From an optimization exercise on the open Yosys and OpenROAD flow, aimed at a short achievable clock period and few clock cycles; shortcuts taken in it are not production practice.
In this exercise RTL edits were held to simulation tests only and were not proved equivalent to the original.
Power and IR drop assume default switching activity.

==> flow/design.v <==
module vm16_core (
  input  wire         clk,
  input  wire         rst,         
  input  wire         start,       
  output wire         done,        
  output reg  [2:0]   err,         
  output wire [191:0] regs,        
  output reg          mem_req,
  output reg          mem_we,
  output reg  [15:0]  mem_addr,
  output reg  [15:0]  mem_wdata,
  input  wire         mem_ready,
  input  wire [15:0]  mem_rdata
);
  localparam [2:0] E_OK    = 3'd0;
  localparam [2:0] E_MEM   = 3'd3;    
  localparam [2:0] E_OPC   = 3'd4;    
  localparam [2:0] E_SOVF  = 3'd5;    
  localparam [2:0] E_SUNF  = 3'd6;    
  localparam [3:0] IP  = 4'd0;
  localparam [3:0] ACC = 4'd1;
  localparam [3:0] SP  = 4'd10;
  localparam [3:0] FP  = 4'd11;
  localparam [7:0] OP_MOVLR  = 8'h10;
  localparam [7:0] OP_MOVRR  = 8'h11;
  localparam [7:0] OP_MOVRM  = 8'h12;
  localparam [7:0] OP_MOVMR  = 8'h13;
  localparam [7:0] OP_ADD    = 8'h14;
  localparam [7:0] OP_JNE    = 8'h15;
  localparam [7:0] OP_PUSHL  = 8'h16;
  localparam [7:0] OP_PUSHR  = 8'h17;
  localparam [7:0] OP_POP    = 8'h18;
  localparam [7:0] OP_CALLL  = 8'h19;
  localparam [7:0] OP_CALLR  = 8'h1A;
  localparam [7:0] OP_RET    = 8'h1B;
  localparam [3:0] S_IDLE = 4'd0;
  localparam [3:0] S_OPC  = 4'd1;    
  localparam [3:0] S_OPND = 4'd2;    
  localparam [3:0] S_EXEC = 4'd3;    
  localparam [3:0] S_DWR  = 4'd4;    
  localparam [3:0] S_DRD  = 4'd5;    
  localparam [3:0] S_PUSH = 4'd6;    
  localparam [3:0] S_POP  = 4'd7;    
  localparam [3:0] S_FIN  = 4'd8;    
  localparam [3:0] S_DONE = 4'd9;
  reg [3:0]   state;
  reg [191:0] rf;           
  reg [15:0]  fbc;          
  reg [7:0]   op;
  reg [1:0]   idx;          
  reg [3:0]   ra, rb;       
  reg [15:0]  imm1, imm2;   
  reg [15:0]  val;          
  reg [15:0]  fsize;        
  reg [15:0]  nargs;        
  reg [3:0]   k;            
  assign regs = rf;
  assign done = (state == S_DONE);
  function automatic [15:0] rd(input [3:0] i);
    rd = rf[i*16 +: 16];
  endfunction
  function automatic [3:0] mod12(input [7:0] b);
    reg [7:0] m;
    m = b % 8'd12;
    mod12 = m[3:0];
  endfunction
  function automatic [1:0] n_opnds(input [7:0] o);
    case (o)
      OP_RET:                              n_opnds = 2'd0;
      OP_PUSHL, OP_PUSHR, OP_POP,
      OP_CALLL, OP_CALLR:                  n_opnds = 2'd1;
      default:                             n_opnds = 2'd2;
    endcase
  endfunction
  function automatic opnd16(input [7:0] o, input [1:0] i);
    case (o)
      OP_MOVLR, OP_MOVMR: opnd16 = (i == 2'd0);
      OP_MOVRM:           opnd16 = (i == 2'd1);
      OP_JNE, OP_PUSHL,
      OP_CALLL:           opnd16 = 1'b1;
      default:            opnd16 = 1'b0;
    endcase
  endfunction
  wire [15:0] pc = rd(IP);
  wire [15:0] sp = rd(SP);
  wire [15:0] fp = rd(FP);
  wire        is16 = opnd16(op, idx);
  wire        is_call = (op == OP_CALLL) || (op == OP_CALLR);
  wire [7:0]  rbyte = mem_rdata[15:8];
  reg [15:0] push_data;
  always @(*) begin
    if (is_call) begin
      if (k < 4'd8)       push_data = rd(4'd2 + k);    
      else if (k == 4'd8) push_data = pc;              
      else                push_data = fbc + 16'd2;     
    end else begin
      push_data = val;
    end
  end
  always @(*) begin
    mem_req   = 1'b0;
    mem_we    = 1'b0;
    mem_addr  = pc;
    mem_wdata = push_data;
    case (state)
      S_OPC:  mem_req = (pc != 16'hFFFF);
      S_OPND: mem_req = is16 ? (pc < 16'hFFFE) : (pc != 16'hFFFF);
      S_DWR: begin
        mem_req   = 1'b1;
        mem_we    = 1'b1;
        mem_addr  = imm1;
        mem_wdata = val;
      end
      S_DRD: begin
        mem_req  = 1'b1;
        mem_addr = imm1;
      end
      S_PUSH: begin
        mem_req  = (sp >= 16'd2) && (sp != 16'hFFFF);
        mem_we   = 1'b1;
        mem_addr = sp;
      end
      S_POP: begin
        mem_req  = (sp < 16'hFFFD);
        mem_addr = sp + 16'd2;
      end
      default: ;
    endcase
  end
  wire xfer = mem_req && mem_ready;
  always @(posedge clk) begin
    if (rst) begin
      state <= S_IDLE;
      err   <= E_OK;
      fbc   <= 16'd0;
      rf    <= {16'hFFFE, 16'hFFFE, 160'd0};    
    end else begin
      case (state)
        S_IDLE, S_DONE: begin
          if (start) begin
            err   <= E_OK;
            state <= S_OPC;
          end else begin
            state <= S_IDLE;
          end
        end
        S_OPC: begin
          if (pc == 16'hFFFF) begin
            err   <= E_MEM;
            state <= S_DONE;
          end else if (xfer) begin
            if (rbyte < OP_MOVLR || rbyte > OP_RET) begin
              err   <= E_OPC;
              state <= S_DONE;
            end else begin
              op <= rbyte;
              idx <= 2'd0;
              rf[IP*16 +: 16] <= pc + 16'd1;
              state <= (n_opnds(rbyte) == 2'd0) ? S_EXEC : S_OPND;
            end
          end
        end
        S_OPND: begin
          if (!mem_req) begin
            err   <= E_MEM;
            state <= S_DONE;
          end else if (xfer) begin
            if (is16) begin
              if (op == OP_JNE && idx == 2'd1) imm2 <= mem_rdata;
              else                             imm1 <= mem_rdata;
              rf[IP*16 +: 16] <= pc + 16'd2;
            end else begin
              if ((op == OP_MOVRR || op == OP_ADD) && idx == 2'd1) rb <= mod12(rbyte);
              else                                                  ra <= mod12(rbyte);
              if (op == OP_MOVRM)
                val <= (mod12(rbyte) == IP) ? pc + 16'd1 : rd(mod12(rbyte));
              rf[IP*16 +: 16] <= pc + 16'd1;
            end
            idx <= idx + 2'd1;
            if (idx + 2'd1 == n_opnds(op)) state <= S_EXEC;
          end
        end
        S_EXEC: begin
          state <= S_DONE;
          case (op)
            OP_MOVLR: rf[ra*16 +: 16] <= imm1;
            OP_MOVRR: rf[rb*16 +: 16] <= rd(ra);
            OP_MOVRM: begin
              if (imm1 == 16'hFFFF) err <= E_MEM;
              else                  state <= S_DWR;
            end
            OP_MOVMR: begin
              if (imm1 == 16'hFFFF) err <= E_MEM;
              else                  state <= S_DRD;
            end
            OP_ADD:   rf[ACC*16 +: 16] <= rd(ra) + rd(rb);
            OP_JNE:   if (rd(ACC) != imm1) rf[IP*16 +: 16] <= imm2;
            OP_PUSHL: begin
              val   <= imm1;
              state <= S_PUSH;
            end
            OP_PUSHR: begin
              val   <= rd(ra);
              state <= S_PUSH;
            end
            OP_POP:   state <= S_POP;
            OP_CALLL: begin
              val   <= imm1;
              k     <= 4'd0;
              state <= S_PUSH;
            end
            OP_CALLR: begin
              val   <= rd(ra);
              k     <= 4'd0;
              state <= S_PUSH;
            end
            OP_RET: begin
              rf[SP*16 +: 16] <= fp;
              k     <= 4'd0;
              state <= S_POP;
            end
            default: ;
          endcase
        end
        S_DWR: begin
          if (xfer) state <= S_DONE;
        end
        S_DRD: begin
          if (xfer) begin
            rf[ra*16 +: 16] <= mem_rdata;
            state <= S_DONE;
          end
        end
        S_PUSH: begin
          if (sp < 16'd2) begin
            err   <= E_SOVF;
            state <= S_DONE;
          end else if (sp == 16'hFFFF) begin
            err   <= E_MEM;
            state <= S_DONE;
          end else if (xfer) begin
            rf[SP*16 +: 16] <= sp - 16'd2;
            fbc <= fbc + 16'd2;
            if (!is_call) begin
              state <= S_DONE;
            end else if (k == 4'd9) begin
              rf[FP*16 +: 16] <= sp - 16'd2;
              fbc <= 16'd0;
              rf[IP*16 +: 16] <= val;
              state <= S_DONE;
            end else begin
              k <= k + 4'd1;
            end
          end
        end
        S_POP: begin
          if (sp >= 16'hFFFD) begin
            err   <= E_SUNF;
            state <= S_DONE;
          end else if (xfer) begin
            rf[SP*16 +: 16] <= sp + 16'd2;
            fbc <= fbc - 16'd2;
            if (op == OP_POP) begin
              rf[ra*16 +: 16] <= mem_rdata;       
              state <= S_DONE;
            end else begin
              case (k)
                4'd0: begin
                  fsize <= mem_rdata;
                  fbc   <= mem_rdata - 16'd2;
                  k     <= k + 4'd1;
                end
                4'd1: begin
                  rf[IP*16 +: 16] <= mem_rdata;
                  k <= k + 4'd1;
                end
                4'd10: begin
                  nargs <= mem_rdata;
                  if (mem_rdata == 16'd0) state <= S_FIN;
                  else                    k <= 4'd11;
                end
                4'd11: begin
                  nargs <= nargs - 16'd1;
                  if (nargs == 16'd1) state <= S_FIN;
                end
                default: begin
                  rf[(4'd11 - k)*16 +: 16] <= mem_rdata;    
                  k <= k + 4'd1;
                end
              endcase
            end
          end
        end
        S_FIN: begin
          if ({1'b0, fp} + {1'b0, fsize} > 17'h0FFFF) err <= E_MEM;
          else rf[FP*16 +: 16] <= fp + fsize;
          state <= S_DONE;
        end
        default: state <= S_IDLE;
      endcase
    end
  end
endmodule
==> flow/run.sh <==
#!/bin/bash
# synth_recipe.tcl (not shown) runs the flow's synth.tcl, then flattens the netlist and writes it again
# the make line also repeats each setting of config.mk as NAME=value (left out here)
make -C /OpenROAD-flow-scripts/flow DESIGN_CONFIG=/design/flow/config.mk WORK_HOME=/design/flow/orfs CLKGATE_MAP_FILE= SYNTH_SCRIPT=/design/flow/synth_recipe.tcl finish
==> flow/config.mk <==
export PLATFORM = sky130hd
export DESIGN_NAME = vm16_core
export DESIGN_NICKNAME = vm16_core
export VERILOG_FILES = /design/flow/design.v
export SDC_FILE = /design/flow/constraint.sdc
export NUM_CORES = 4
export LEC_CHECK = 0
export CAP_MARGIN = 20
export CORE_MARGIN = 2
export CORE_UTILIZATION = 30
export PLACE_DENSITY = 0.5
export SLEW_MARGIN = 20
==> flow/constraint.sdc <==
create_clock -name core_clock -period 8.0 [get_ports {clk}]
set_input_delay 1.6000 -clock core_clock [delete_from_list [all_inputs] [get_ports {clk}]]
set_output_delay 1.6000 -clock core_clock [all_outputs]
set_load 0.01 [all_outputs]
==> impl_results.md <==
- Top FF cell, synth: dfxtp_1
- Crit-path max cell delay: 0.74 ns
- Status: no timing/DRC/antenna violations
- Accumulated negative setup slack: 0 ns
- Wire per inst: 37.0 um
- Max IR drop VDD: 0.189 mV
- Sinks on the clock net: 317
- Ports placed on the boundary: 250
- Number of DRC violations after detailed routing: 0
- Hold Path Stages: 2
- Number of cells on the critical path: 8
- Final layout net count: 4417
- Path type of the worst min-delay path: reg2reg
- Die Footprint: 118000 um2
- Share of the clock period used by the worst path after layout: 0.779
- Slowest library cell on the worst path: nand2_1
- Crit path cell chain: buf_4, inv_1, ha_1, nand2_1, mux2_2, a222oi_1, a21oi_1, clkdlybuf4s50_1
- Area of the multi-input gates: 25100 um2
- Total number of yosys warnings: 1
- Post-Route Skew: 0.0379 ns
- Pwr Density: 219 nW/um2
- Core footprint: 114000 um2
- Total of flip-flops plus latches after synthesis: 317
- Yosys cell types: 92
- Leakage power: 0.0139 uW
- Cell area after synthesis: 34500 um2
- Final critical path time including I/O delays and setup: 6.23 ns
- Critical path endpoint category: output pin
- Post-CTS setup buffer count: 0
- Global-route wire length before repair: 297 mm
- Final HPWL from detailed placement: 147 mm
- Number of max-slew violations in the final report: 0
- Gates resized, CTS repair: 0
- Portion of synthesized cell area occupied by the leading cell type: 0.125
- Syn Inst Count: 4358
- Horizontal die dimension: 343 um
- Via count of the routed design: 41172
- Global placement routability congestion: 1.06
- Share of final-layout standard cells stronger than drive strength 1: 0.133
- Layout Area Growth over Synthesis: 16.4%
- Number of H-tree levels: 2
- Port-buffer cells: 249
- Fill cell count: 12078
- Number of detailed-route iterations in the first pass: 8
- Die height: 343 um
- Antenna violations before repair: 13
- Average cell area after synthesis: 7.91 um2
- Largest net degree at the start of global routing: 81
- Routed Wire Length: 218 mm
- Unrepaired setup endpoints after global routing: no
- Synthesized netlist net count: 4444
- Starting density of the core: 0.302
- Worst-case clock buffer depth: 3
- Top post-synthesis cells by area: dfxtp_1 (12%), mux4_2 (11%), edfxtp_1 (8.9%)
- Depth of the most critical reg-to-reg path: 10
- Number of rows created at floorplan: 124
- Buffer type at the clock tree root: clkbuf_16
- Number of max-capacitance violations reported: 0
- Crit path buffers/inverters: 3
- Endpoints failing hold: 0
- Required @ worst endpoint: 6.40 ns
- All-layer global routing usage: 0.353
- Arrival @ worst endpoint: 4.63 ns
- Number of hold buffers added after cts: 0
- Post-route non-filler standard cell count: 5886
- Vias per std cell: 6.99
- Number of flops mapped to enable cells by yosys: 102
- Area taken by flip-flops and latches: 7370 um2
- Launch instance of the worst register-to-register path: k[3]$_DFFE_PP_
- Clk slew on worst S/H paths: 0.07 ns
- Number of DRC violations after detailed-routing iteration 0: 7609
- Crit path max-delay family: buffers and inverters
- Asr flop ratio synth: 0
- Cell taking the most area after synthesis: dfxtp_1
- Max Freq: 161 MHz
- Transition time of the tightest slew-check pin: 1.19 ns
- GRT Residual Overflow: 0
- Relative max-transition margin: 0.208
- Portion of the post-synthesis area used by sequential elements: 0.214
- Origin of the worst min-delay path: err[1]$_SDFFE_PP0P_
- Kind of launch point of the worst setup path: flop
- Number of global-route vias before repair: 36488
- Clock insertion delay at the later pin of the skew report: 0.64 ns
- Origin of the worst setup path: k[0]$_DFFE_PP_
- Crit Path Category: reg2out
- Total CTS buffers: 44
- CTS tree: built
- Antenna viol nets, final: 0
- Maximum net fanout on the critical path: 35
- DP Cell Count: 5795
- Overall power of the completed layout: 8770 uW
- Setup-failing EPs final: 0
## worst paths after layout
| check | slack (ns) | to |
|---|---|---|
| hold / removal | 0.47 | err[1]$_SDFFE_PP0P_ |
| setup reg to reg | 2.40 | rf[84]$_SDFFE_PP0P_ |
| hold reg to reg | 0.47 | err[1]$_SDFFE_PP0P_ |
| setup / recovery | 1.77 | mem_wdata[2] |
## metrics by stage
stage	util	hold WS [ns]	setup slack [ns]	area [um2]
finish	0.351	0.467	1.77	40100
CTS	0.351	0.469	1.98	40100
global route	0.351	0.499	1.67	40100
global placement	0.337	0.449	2.75	38500
floorplan	-	0.457	2.90	34500
detailed placement	0.338	0.460	2.66	38500
## tightest hold or removal path, stage by stage (launching register included)
cell and delay, ns:
dfxtp_1 0.32, inv_1 0.05, a21oi_1 0.05
## area by class of cell
class | instances | share of cell area
multi-input combinational | 3444 | 0.624
sequential | 317 | 0.184
timing repair buffer | 456 | 0.0994
tap | 1512 | 0.0471
clock buffer | 65 | 0.0333
inverter | 68 | 0.00636
clock inverter | 14 | 0.00530
antenna | 10 | 0.000624
## placed cells by master (no fill, tap or decap), types with 80 or more instances in the layout
cell / count
xor2_1: 80
clkdlybuf4s50_1: 233
a21oi_1: 305
o221ai_1: 81
nand2_1: 338
a22oi_1: 219
dfxtp_1: 215
mux2i_1: 263
o21ai_0: 247
nor2_1: 432
mux4_2: 176
edfxtp_1: 102
nor3_1: 238
buf_4: 206
o22ai_1: 174
## flip-flops by register name, indices dropped and copies added, names as in the netlist
| name | flops |
|---|---|
| ra | 4 |
| op | 8 |
| fbc | 16 |
| err | 3 |
| rb | 4 |
| nargs | 16 |
| k | 4 |
| fsize | 16 |
| imm2 | 16 |
| rf | 192 |
| state | 4 |
| imm1 | 16 |
| idx | 2 |
| val | 16 |
## synth_stat cells, drive strengths merged, types with 10 or more instances
| library cell | count |
|---|---|
| nand3 | 66 |
| mux4 | 176 |
| or4 | 12 |
| ha | 63 |
| a21oi | 308 |
| a21o | 17 |
| o31ai | 13 |
| a221oi | 31 |
| o21ai | 272 |
| buf | 116 |
| and3 | 26 |
| nor3 | 241 |
| a222oi | 47 |
| nor2 | 441 |
| nor2b | 15 |
| xor2 | 80 |
| a221o | 21 |
| nand2 | 341 |
| a31oi | 25 |
| inv | 64 |
| or2 | 12 |
| xnor2 | 65 |
| o22ai | 174 |
| a22o | 38 |
| o21bai | 10 |
| o211ai | 33 |
| dfxtp | 215 |
| a22oi | 219 |
| a32oi | 18 |
| and2 | 28 |
| nand2b | 27 |
| edfxtp | 102 |
| mux2 | 26 |
| a211oi | 42 |
| nor4 | 43 |
| nand4 | 31 |
| or3 | 12 |
| mux2i | 263 |
| o221ai | 81 |
| clkbuf | 413 |
## power by group
part / switching (uW) / leakage (uW) / internal [uW]
clock: 913 / 0.000755 / 1320
combinational: 2560 / 0.0105 / 1570
sequential: 577 / 0.00267 / 1840
## routing by layer
| layer | GRT usage | wire, um |
|---|---|---|
| met3 | 0.110 | 30800 |
| met1 | 0.466 | 82500 |
| met5 | 0 | 52 |
| met4 | 0.211 | 16600 |
| met2 | 0.502 | 88000 |
## logic make-up after synthesis
logic type,share of synthesized area
buffers and inverters,0.0680
and+or+nand+nor,0.181
muxes,0.200
xor gates and xnor gates,0.0368
AOI/OAI and AO/OA,0.277
DFF,0.214
adders and majority gates,0.0246
Testbench counts, summed over its fixed seeds: cycles 112,000.

==> port drivers added, routing unchanged <==
How much do the figures lean on ideal ports? The routed layout below was timed once more, with nothing changed but the port constraints.
Step 1 sets driving cells, clkbuf_16 on the clock port and buf_2 on the other inputs (assumed; they add their load-dependent delay and slew).
Step 2 also shifts input and output timing later by t, the mid clock arrival at the registers, as if the neighbouring blocks saw the same clock.
a / b / c = no drivers / after step 1 / after step 2; a / b = the first two.
t, ns: 0.697
setup WS [ns]: 1.770 / 1.696 / 2.393
clock arrival spread, ns: 0.038 / 0.039
After both steps setup and hold are still met in this run. For this run, drivers alone change the setup slack by -0.074 ns; drivers and shift together by +0.623 ns.
